This design comes from an exercise in tuning for small area on the open sky130 flow, not from production work. At most, simulation tests tie the RTL to the original design; equivalence was not proved. Power figures rest on the tool's default switching activity, not on a simulated workload. The clock port is modelled as an ideal driver; clocking choices that lean on that would not hold on a real chip.

Setup of run 1:
==> flow/design.v <==
module vospi_crc16 (
    input  wire [15:0] crc_in,
    input  wire [15:0] data,
    output reg  [15:0] crc_out
);
    integer i;
    reg fb;
    always @* begin
        crc_out = crc_in;
        for (i = 15; i >= 0; i = i - 1) begin
            fb      = crc_out[15] ^ data[i];
            crc_out = {crc_out[14:0], 1'b0} ^ (fb ? 16'h1021 : 16'h0000);
        end
    end
endmodule
module vospi_engine #(
    parameter LINE_WIDTH   = 80,
    parameter PPS          = 60,       
    parameter SEGS_MULTI   = 4,        
    parameter MARKER_ID    = 20,
    parameter QUIET_MS     = 200
) (
    input  wire        clk,
    input  wire        rst,
    input  wire        cmd_valid,
    output wire        cmd_ready,
    input  wire [2:0]  cmd_op,
    input  wire [7:0]  cmd_hint,
    input  wire        cfg_ok,
    output reg         cfg_req,
    output reg         rsp_valid,
    output reg  [1:0]  rsp_code,
    output wire        rsp_active,
    input  wire [31:0] now,
    output reg         xfer_start,
    output reg         xfer_abort,
    input  wire        rx_valid,
    output wire        rx_ready,
    input  wire [15:0] rx_data,
    input  wire        pool_avail,
    input  wire [3:0]  pool_slot,
    output wire        acq_take,
    output wire        rel_valid,
    output wire        rel_used,
    output wire [3:0]  rel_slot,
    output wire        mem_we,
    output wire [3:0]  mem_slot,
    output wire [15:0] mem_addr,
    output wire [15:0] mem_wdata
);
    localparam LAST_WORD = 2 + LINE_WIDTH;           
    localparam SEG_WORDS = PPS * LINE_WIDTH;
    localparam INS_LOG   = 4;                        
    localparam INS_STEP  = 1 << INS_LOG;
    localparam INS_N     = LINE_WIDTH / INS_STEP;
    localparam [2:0] OP_INIT = 3'd0, OP_DEINIT = 3'd1, OP_ABORT = 3'd2,
                     OP_RESTART = 3'd3;
    localparam [1:0] RES_OK = 2'd0, RES_ERR_TRANSPORT = 2'd1, RES_ERR_STATE = 2'd2;
    localparam [1:0] S_IDLE = 2'd0, S_COPY = 2'd1, S_DONE = 2'd2;
    reg        initialised;
    reg        multi_segment;
    reg        streaming;
    reg        capturing;
    reg [5:0]  exp_pid;
    reg [1:0]  exp_seg;
    reg        slot_valid;
    reg [3:0]  slot;
    reg [31:0] last_resync;
    reg [1:0]  state;
    reg [6:0]  widx;                   
    reg [6:0]  rpos;                   
    reg [15:0] crc;
    reg        h_skip;                 
    reg        h_rule2;
    reg        h_bad;                  
    reg        hold_valid;
    reg [15:0] hold;
    reg [15:0] ring [0:LINE_WIDTH-1];
    wire idle     = (state == S_IDLE);
    wire last_pos = (rpos == LINE_WIDTH + 1);
    wire [7:0] rdiff   = {1'b0, rpos} - {1'b0, widx};
    wire [6:0] rdist   = rdiff[7] ? rdiff[6:0] + LINE_WIDTH : rdiff[6:0];
    wire       aligned = (rpos[INS_LOG-1:0] == widx[INS_LOG-1:0]);
    wire [6:0] ins_pt  = rdist >> INS_LOG;
    wire   payload    = !(widx == 7'd0 || widx == 7'd1 || widx == LAST_WORD);
    assign cmd_ready  = idle;
    wire   cmd_fire   = cmd_valid && idle;
    assign rx_ready   = idle && !cmd_valid &&
                        (!payload || !hold_valid ||
                         (aligned && widx != LAST_WORD - 1));
    wire   rx_fire    = rx_valid && rx_ready && streaming;
    wire   is_last    = (widx == LAST_WORD);
    wire   ins        = idle && streaming && payload && aligned &&
                        (hold_valid || (rx_valid && !cmd_valid));
    wire [15:0] ins_data = hold_valid ? hold : rx_data;
    assign rsp_active = initialised && streaming && capturing;
    wire [15:0] crc_next;
    vospi_crc16 u_crc (
        .crc_in ((widx == 7'd0) ? 16'h0000 : crc),
        .data   (rx_data),
        .crc_out(crc_next)
    );
    wire crc_ok = (crc_next == 16'h0000);
    wire [11:0] pkt_id  = rx_data[11:0];
    wire [2:0]  seg_raw = rx_data[14:12];
    wire c_dontcare = (pkt_id[11:8] == 4'hF);
    wire c_rule1    = (exp_pid == 6'd0) && (pkt_id != 12'd0);
    wire c_marker   = multi_segment && (pkt_id == MARKER_ID);
    wire c_rule2    = c_marker && (exp_seg == 2'd0) && (seg_raw != 3'd1);
    wire c_bad      = (pkt_id != {6'd0, exp_pid}) ||
                      (c_marker && (seg_raw != {1'b0, exp_seg} + 3'd1));
    wire ev        = rx_fire && is_last && initialised && capturing && !h_skip;
    wire ev_desync = ev && !h_rule2 && (h_bad || !crc_ok);
    wire ev_accept = ev && !h_rule2 && !h_bad && crc_ok;
    wire ev_acq    = ev_accept && !slot_valid && pool_avail;
    wire pid_wrap   = (exp_pid == PPS - 1);
    wire frame_done = pid_wrap && (!multi_segment || exp_seg == SEGS_MULTI - 1);
    wire done       = (state == S_DONE);
    wire   deinit_rel = cmd_fire && initialised && (cmd_op == OP_DEINIT) && slot_valid;
    assign acq_take  = ev_acq || (done && frame_done && pool_avail);
    assign rel_valid = (done && frame_done) || deinit_rel;
    assign rel_used  = !idle;
    assign rel_slot  = slot;
    wire [14:0] waddr = exp_seg * SEG_WORDS + exp_pid * LINE_WIDTH + rpos - 15'd2;
    assign mem_we    = (state == S_COPY);
    assign mem_slot  = slot;
    assign mem_addr  = {waddr, 1'b0};
    assign mem_wdata = ring[LINE_WIDTH-1];
    genvar gi;
    generate
        for (gi = 0; gi < LINE_WIDTH; gi = gi + 1) begin : g_ring
            if (gi % INS_STEP == 0) begin : g_ins
                always @(posedge clk)
                    ring[gi] <= (ins && ins_pt == gi / INS_STEP) ? ins_data
                                                                 : ring[(gi + LINE_WIDTH - 1) % LINE_WIDTH];
            end else begin : g_shift
                always @(posedge clk)
                    ring[gi] <= ring[gi-1];
            end
        end
    endgenerate
    always @(posedge clk) begin
        if (rst || last_pos)
            rpos <= 7'd2;
        else
            rpos <= rpos + 7'd1;
    end
    always @(posedge clk) begin
        cfg_req    <= 1'b0;
        rsp_valid  <= 1'b0;
        xfer_start <= 1'b0;
        xfer_abort <= 1'b0;
        if (rst) begin
            initialised <= 1'b0;
            streaming   <= 1'b0;
            capturing   <= 1'b0;
            state       <= S_IDLE;
            widx        <= 7'd0;
            hold_valid  <= 1'b0;
        end else begin
            if (cmd_fire) begin
                rsp_valid <= 1'b1;
                rsp_code  <= RES_OK;
                case (cmd_op)
                OP_INIT: begin
                    if (initialised) begin
                        rsp_code <= RES_ERR_STATE;
                    end else begin
                        cfg_req <= 1'b1;
                        if (!cfg_ok) begin
                            rsp_code <= RES_ERR_TRANSPORT;
                        end else begin
                            multi_segment <= (cmd_hint > 8'd1);
                            exp_pid       <= 6'd0;
                            exp_seg       <= 2'd0;
                            streaming     <= 1'b0;
                            capturing     <= 1'b0;
                            slot_valid    <= 1'b0;
                            last_resync   <= now;
                            initialised   <= 1'b1;
                        end
                    end
                end
                OP_DEINIT, OP_ABORT: begin
                    if (!initialised) begin
                        rsp_code <= RES_ERR_STATE;
                    end else begin
                        xfer_abort  <= streaming;
                        streaming   <= 1'b0;
                        capturing   <= 1'b0;
                        exp_pid     <= 6'd0;
                        exp_seg     <= 2'd0;
                        last_resync <= now;
                        widx        <= 7'd0;
                        hold_valid  <= 1'b0;
                        if (cmd_op == OP_DEINIT) begin
                            slot_valid  <= 1'b0;
                            initialised <= 1'b0;
                        end
                    end
                end
                OP_RESTART: begin
                    if (initialised) begin
                        capturing <= 1'b1;
                        if (!streaming && (now - last_resync) >= QUIET_MS) begin
                            streaming  <= 1'b1;
                            xfer_start <= 1'b1;
                            widx       <= 7'd0;
                            hold_valid <= 1'b0;
                        end
                    end
                end
                default: ;
                endcase
            end
            if (rx_fire) begin
                crc <= crc_next;
                if (!payload)
                    widx <= is_last ? 7'd0 : widx + 7'd1;
                if (widx == 7'd0) begin
                    h_skip  <= c_dontcare || c_rule1;
                    h_rule2 <= c_rule2;
                    h_bad   <= c_bad;
                end
                if (payload && (hold_valid || !aligned)) begin
                    hold       <= rx_data;
                    hold_valid <= 1'b1;
                end
            end
            if (ins) begin
                widx <= widx + 7'd1;
                if (!rx_fire)
                    hold_valid <= 1'b0;
            end
            if (ev) begin
                if (h_rule2) begin
                    exp_pid <= 6'd0;
                end else if (ev_desync) begin
                    xfer_abort  <= 1'b1;
                    streaming   <= 1'b0;
                    capturing   <= 1'b0;
                    exp_pid     <= 6'd0;
                    exp_seg     <= 2'd0;
                    last_resync <= now;
                end else if (!slot_valid && !pool_avail) begin
                    capturing <= 1'b0;
                end else begin
                    if (!slot_valid) begin
                        slot_valid <= 1'b1;
                        slot       <= pool_slot;
                    end
                    state <= S_COPY;
                    widx  <= 7'd2;
                end
            end
            case (state)
            S_COPY: begin
                widx <= widx + 7'd1;
                if (widx == LINE_WIDTH + 1) begin
                    state <= S_DONE;
                    widx  <= 7'd0;
                end
            end
            S_DONE: begin
                state <= S_IDLE;
                if (pid_wrap) begin
                    exp_pid <= 6'd0;
                    if (multi_segment)
                        exp_seg <= exp_seg + 2'd1;
                    if (frame_done) begin
                        if (pool_avail) begin
                            slot <= pool_slot;
                        end else begin
                            slot_valid <= 1'b0;
                            capturing  <= 1'b0;
                        end
                    end
                end else begin
                    exp_pid <= exp_pid + 6'd1;
                end
            end
            default: ;
            endcase
        end
    end
endmodule
Settings: LEC_CHECK=0, CAP_MARGIN=20, CORE_MARGIN=2, CORE_UTILIZATION=40, SLEW_MARGIN=20; clock period 10.0 ns.
run.sh (not shown) runs the stock make flow with config.mk's settings and CLKGATE_MAP_FILE= SYNTH_SCRIPT=/design/flow/synth_recipe.tcl, a recipe that flattens the netlist after the stock synthesis.
Run 1 completed end to end with timing, DRC and antenna clean.
Setup changes, run 1 to run 2
Settings: an added CTS_BUF_LIST of sky130_fd_sc_hd__clkbuf_4.
--- outcome ---
Run 2 vs run 1 — met2 usage in global routing rose 0.50 points.
From run 1 to run 2 the numbers moved as follows: final design utilization now sits lower, non-clock buffer share of cell area now sits at about the same level, layout net count now sits higher.
Of run 1 and run 2, run 2 shows the higher clock skew, with run 1 below it.
--- input diff run 2..run 3 ---
Settings: CTS_BUF_LIST changed from sky130_fd_sc_hd__clkbuf_4 to sky130_fd_sc_hd__clkbuf_2 sky130_fd_sc_hd__clkbuf_4 sky130_fd_sc_hd__clkbuf_8; CTS_CLUSTER_SIZE newly set to 30.
==> notes.md <==
[compare] base=run 2 new=run 3: count of inserted antenna diode cells saw a decrease; worst hold margin saw an increase; count of placed standard cells in the final layout, fillers left out saw a decrease; setup slack saw an increase. Run 3 has fraction of area in registers below what run 2 had. Number of vias per cell after detailed routing grows slightly when moving from run 2 to run 3. Diff run 2..run 3 | number of nets produced by synthesis | unchanged. Run 3 vs. run 2: static power due to leakage went down by 1.2%. Looking at final instance area, run 3 sits about 0.3% higher than run 2 does. Power for run 3: about 2.4% up relative to run 2.
Function was not checked in any run of this note: the RTL went through the layout flow alone.

---

## north
vospi_engine, a different RTL version from the one above (not shown whole).
For scale: about 2,100 cells after synthesis, about 1,400 flip-flops, about 120 I/O pins, roughly 33,000 um2 of cells after synthesis.
make LEC_CHECK=0 CAP_MARGIN=20 CORE_MARGIN=2 CORE_UTILIZATION=40 CTS_BUF_LIST=sky130_fd_sc_hd__clkbuf_16 CTS_CLUSTER_DIAMETER=80 CTS_CLUSTER_SIZE=30 SLEW_MARGIN=20 finish   # period 10.0 ns
#### Input delta (south over north)
# north
export LEC_CHECK = 0
export CAP_MARGIN = 20
export CORE_MARGIN = 2
export CORE_UTILIZATION = 40
export CTS_BUF_LIST = sky130_fd_sc_hd__clkbuf_16
export CTS_CLUSTER_DIAMETER = 80
export CTS_CLUSTER_SIZE = 30
export SLEW_MARGIN = 20
create_clock -name core_clock -period 10.0 [get_ports {clk}]
# south
export LEC_CHECK = 0
export CAP_MARGIN = 20
export CORE_MARGIN = 2
export CORE_UTILIZATION = 40
export CTS_BUF_LIST = sky130_fd_sc_hd__clkbuf_16
export CTS_CLUSTER_DIAMETER = 70
export CTS_CLUSTER_SIZE = 36
export SLEW_MARGIN = 20
create_clock -name core_clock -period 10.0 [get_ports {clk}]
### Flow results
- Wire length of the first global-routing pass: south vs north down 1.1%
- Worst setup slack: south better than north
- Hold slack: south vs north — no meaningful difference
- Diff north -> south | total clock buffers created by CTS | decrease of about 11%
- Between south and north, the net switching power figure does not differ in any meaningful way.
- The final core utilization of north and that of south are within noise of each other.
- As far as proportion of cell area occupied by registers is concerned, north and south perform about the same.

---

Another version of the RTL of vospi_engine (not shown whole).
Size in the first run: ~2100 cells after synthesis, about 120 I/O pins, ~32000 µm² of cells after synthesis.
==> flow/design.v (excerpt) <==
module vospi_engine #(
    parameter LINE_WIDTH   = 80,
    parameter PPS          = 60,       
    parameter SEGS_MULTI   = 4,        
    parameter MARKER_ID    = 20,
    parameter QUIET_MS     = 200
) (
    input  wire        clk,
    input  wire        rst,
    input  wire        cmd_valid,
    output wire        cmd_ready,
    input  wire [2:0]  cmd_op,
    input  wire [7:0]  cmd_hint,
    input  wire        cfg_ok,
    output wire        cfg_req,
    output reg         rsp_valid,
    output reg  [1:0]  rsp_code,
    output wire        rsp_active,
    input  wire [31:0] now,
    output wire        xfer_start,
    output wire        xfer_abort,
    input  wire        rx_valid,
    output wire        rx_ready,
    input  wire [15:0] rx_data,
    input  wire        pool_avail,
    input  wire [3:0]  pool_slot,
    output wire        acq_take,
    output wire        rel_valid,
    output wire        rel_used,
    output wire [3:0]  rel_slot,
    output wire        mem_we,
    output wire [3:0]  mem_slot,
    output wire [15:0] mem_addr,
    output wire [15:0] mem_wdata
);
Settings: LEC_CHECK=0, CAP_MARGIN=20, CORE_MARGIN=2, CORE_UTILIZATION=40, CTS_BUF_LIST=sky130_fd_sc_hd__clkbuf_16, CTS_CLUSTER_DIAMETER=70, CTS_CLUSTER_SIZE=36, SLEW_MARGIN=20; clock period 10.0 ns.
standard.sh (not shown) runs the stock make flow with config.mk's settings and CLKGATE_MAP_FILE= SYNTH_SCRIPT=/design/flow/synth_recipe.tcl, a recipe that flattens the netlist after the stock synthesis.
==> flow/flow/run.sh <==
#!/bin/bash
set -euo pipefail
export BUFFER_PORTS_ARGS="-buffer_cell sky130_fd_sc_hd__buf_1"
export CTS_ARGS="-sink_clustering_enable -repair_clock_nets -sink_clustering_size 20 -sink_clustering_max_diameter 50 -buf_list sky130_fd_sc_hd__clkbuf_8 -dont_use_dummy_load"
bash standard.sh > flow.log 2>&1
Edit:
==> flow/run.sh (new file) <==
#!/bin/bash
# synth_recipe.tcl (not shown) runs the flow's synth.tcl, then flattens the netlist and writes it again
# the make line also repeats each setting of config.mk as NAME=value (left out here)
make -C /OpenROAD-flow-scripts/flow DESIGN_CONFIG=/design/flow/config.mk WORK_HOME=/design/flow/orfs CLKGATE_MAP_FILE= SYNTH_SCRIPT=/design/flow/synth_recipe.tcl finish
removed: flow/flow/run.sh
removed: flow/standard.sh
What happened:
- The new run completed with no timing, DRC or antenna violations
- maximum frequency falls by 8.3%
- total power came out higher by 3.9%
- via count drops by 2.0%
- combinational power climbs by 18%
- sequential power barely changes
Edit:
==> flow/flow/run.sh (new file) <==
#!/bin/bash
set -euo pipefail
export BUFFER_PORTS_ARGS="-buffer_cell sky130_fd_sc_hd__buf_1"
export CTS_ARGS="-sink_clustering_enable -repair_clock_nets -sink_clustering_size 36 -sink_clustering_max_diameter 90 -buf_list sky130_fd_sc_hd__clkbuf_16 -dont_use_dummy_load"
bash standard.sh > flow.log 2>&1
==> flow/standard.sh (new file) <==
#!/bin/bash
# synth_recipe.tcl (not shown) runs the flow's synth.tcl, then flattens the netlist and writes it again
# the make line also repeats each setting of config.mk as NAME=value (left out here)
make -C /OpenROAD-flow-scripts/flow DESIGN_CONFIG=/design/flow/config.mk WORK_HOME=/design/flow/orfs CLKGATE_MAP_FILE= SYNTH_SCRIPT=/design/flow/synth_recipe.tcl "${@:-finish}"
removed: flow/run.sh
Outcome: Routed wire length goes up by 1.6%. Combinational power goes down by 15%. Global-route usage goes up by 0.11 points. Setup slack improves by 660 ps. Via count goes up by about 0.3%.
Edit:
==> flow/flow/run.sh (replaced) <==
#!/bin/bash
# The standard layout (standard.sh), with two changes:
#  - each port gets the smallest buffer, sky130_fd_sc_hd__buf_1;
#  - clock tree synthesis with its own clustering settings and no dummy
#    loads added to balance the tree.
# The make output goes to flow.log in the work folder; ORFS's own per-step
# logs stay under orfs/logs.
set -euo pipefail
export BUFFER_PORTS_ARGS="-buffer_cell sky130_fd_sc_hd__buf_1"
export CTS_ARGS="-sink_clustering_enable -repair_clock_nets -sink_clustering_size 34 -sink_clustering_max_diameter 100 -buf_list sky130_fd_sc_hd__clkbuf_16 -dont_use_dummy_load"
bash standard.sh > flow.log 2>&1
Worst setup slack degrades by 5.6 ps.
Die area is unchanged.
Via count hardly moves.
Cell count barely changes.
Sequential power barely changes.
Routed wire length stays flat.
Design area hardly moves.
Total power stays flat.
Synthesized cell count does not change.
Global-route usage stays flat.
Edit:
==> flow/flow/run.sh (replaced) <==
#!/bin/bash
set -euo pipefail
export BUFFER_PORTS_ARGS="-buffer_cell sky130_fd_sc_hd__buf_1"
export CTS_ARGS="-sink_clustering_enable -repair_clock_nets -sink_clustering_size 35 -sink_clustering_max_diameter 120 -buf_list sky130_fd_sc_hd__clkbuf_16 -dont_use_dummy_load"
bash standard.sh > flow.log 2>&1
The changed run finished with timing, DRC and antenna clean; wire length stays flat; maximum frequency is about the same; sequential power is about the same; count of clock-buffer cells in the layout goes down by 2; cell area is about the same; total power goes down slightly; critical path depth does not change; global-route usage is about the same; core utilization hardly moves.

-- what the ideal ports hide --
No port has a modelled driver above. Below, the same layouts with a new extraction and two added sets of constraints. Step 1 assumes that a clkbuf_16 drives the clock port and a buf_2 every other input. Step 2, shift: input delay + t, output delay - t, t = (earliest + latest rising clock arrival at the registers) / 2. This alone moves slack from input paths to output paths. Three values: ideal ports, drivers, drivers and shift; two values: the first two.
run | t, ns | slack for setup (ns) | worst hold slack (ns) | worst setup path at the end | cell pins on the clock port's net
run 1 | 0.768 | 1.934 / 1.905 / 1.905 | 0.296 / 0.296 / 0.296 | input to output | 1
run 2 | 1.122 | 1.933 / 1.905 / 1.905 | 0.252 / 0.252 / 0.252 | input to output | 1
run 3 | 0.872 | 1.947 / 1.918 / 1.918 | 0.290 / 0.290 / 0.290 | input to output | 1
north | 0.701 | 2.402 / 2.375 / 2.375 | 0.315 / 0.315 / 0.315 | input to output | 1
south | 0.673 | 2.414 / 2.389 / 2.389 | 0.313 / 0.313 / 0.313 | input to output | 1
the first run of note 3 | 0.726 | 3.152 / 3.054 / 3.054 | 0.265 / 0.265 / 0.265 | input to output | 1
the second run of note 3 | 0.682 | 2.532 / 2.439 / 2.439 | 0.316 / 0.316 / 0.316 | input to output | 1
the third run of note 3 | 0.656 | 3.194 / 3.098 / 3.098 | 0.277 / 0.277 / 0.277 | input to output | 1
the fourth run of note 3 | 0.657 | 3.189 / 3.081 / 3.081 | 0.283 / 0.283 / 0.283 | input to output | 1
the fifth run of note 3 | 0.649 | 3.206 / 3.105 / 3.105 | 0.289 / 0.289 / 0.289 | input to output | 1
After both steps setup and hold are still met in every run listed. For the fourth run of note 3, which loses most, drivers alone change the setup slack by -0.108 ns; drivers and shift together by -0.108 ns.
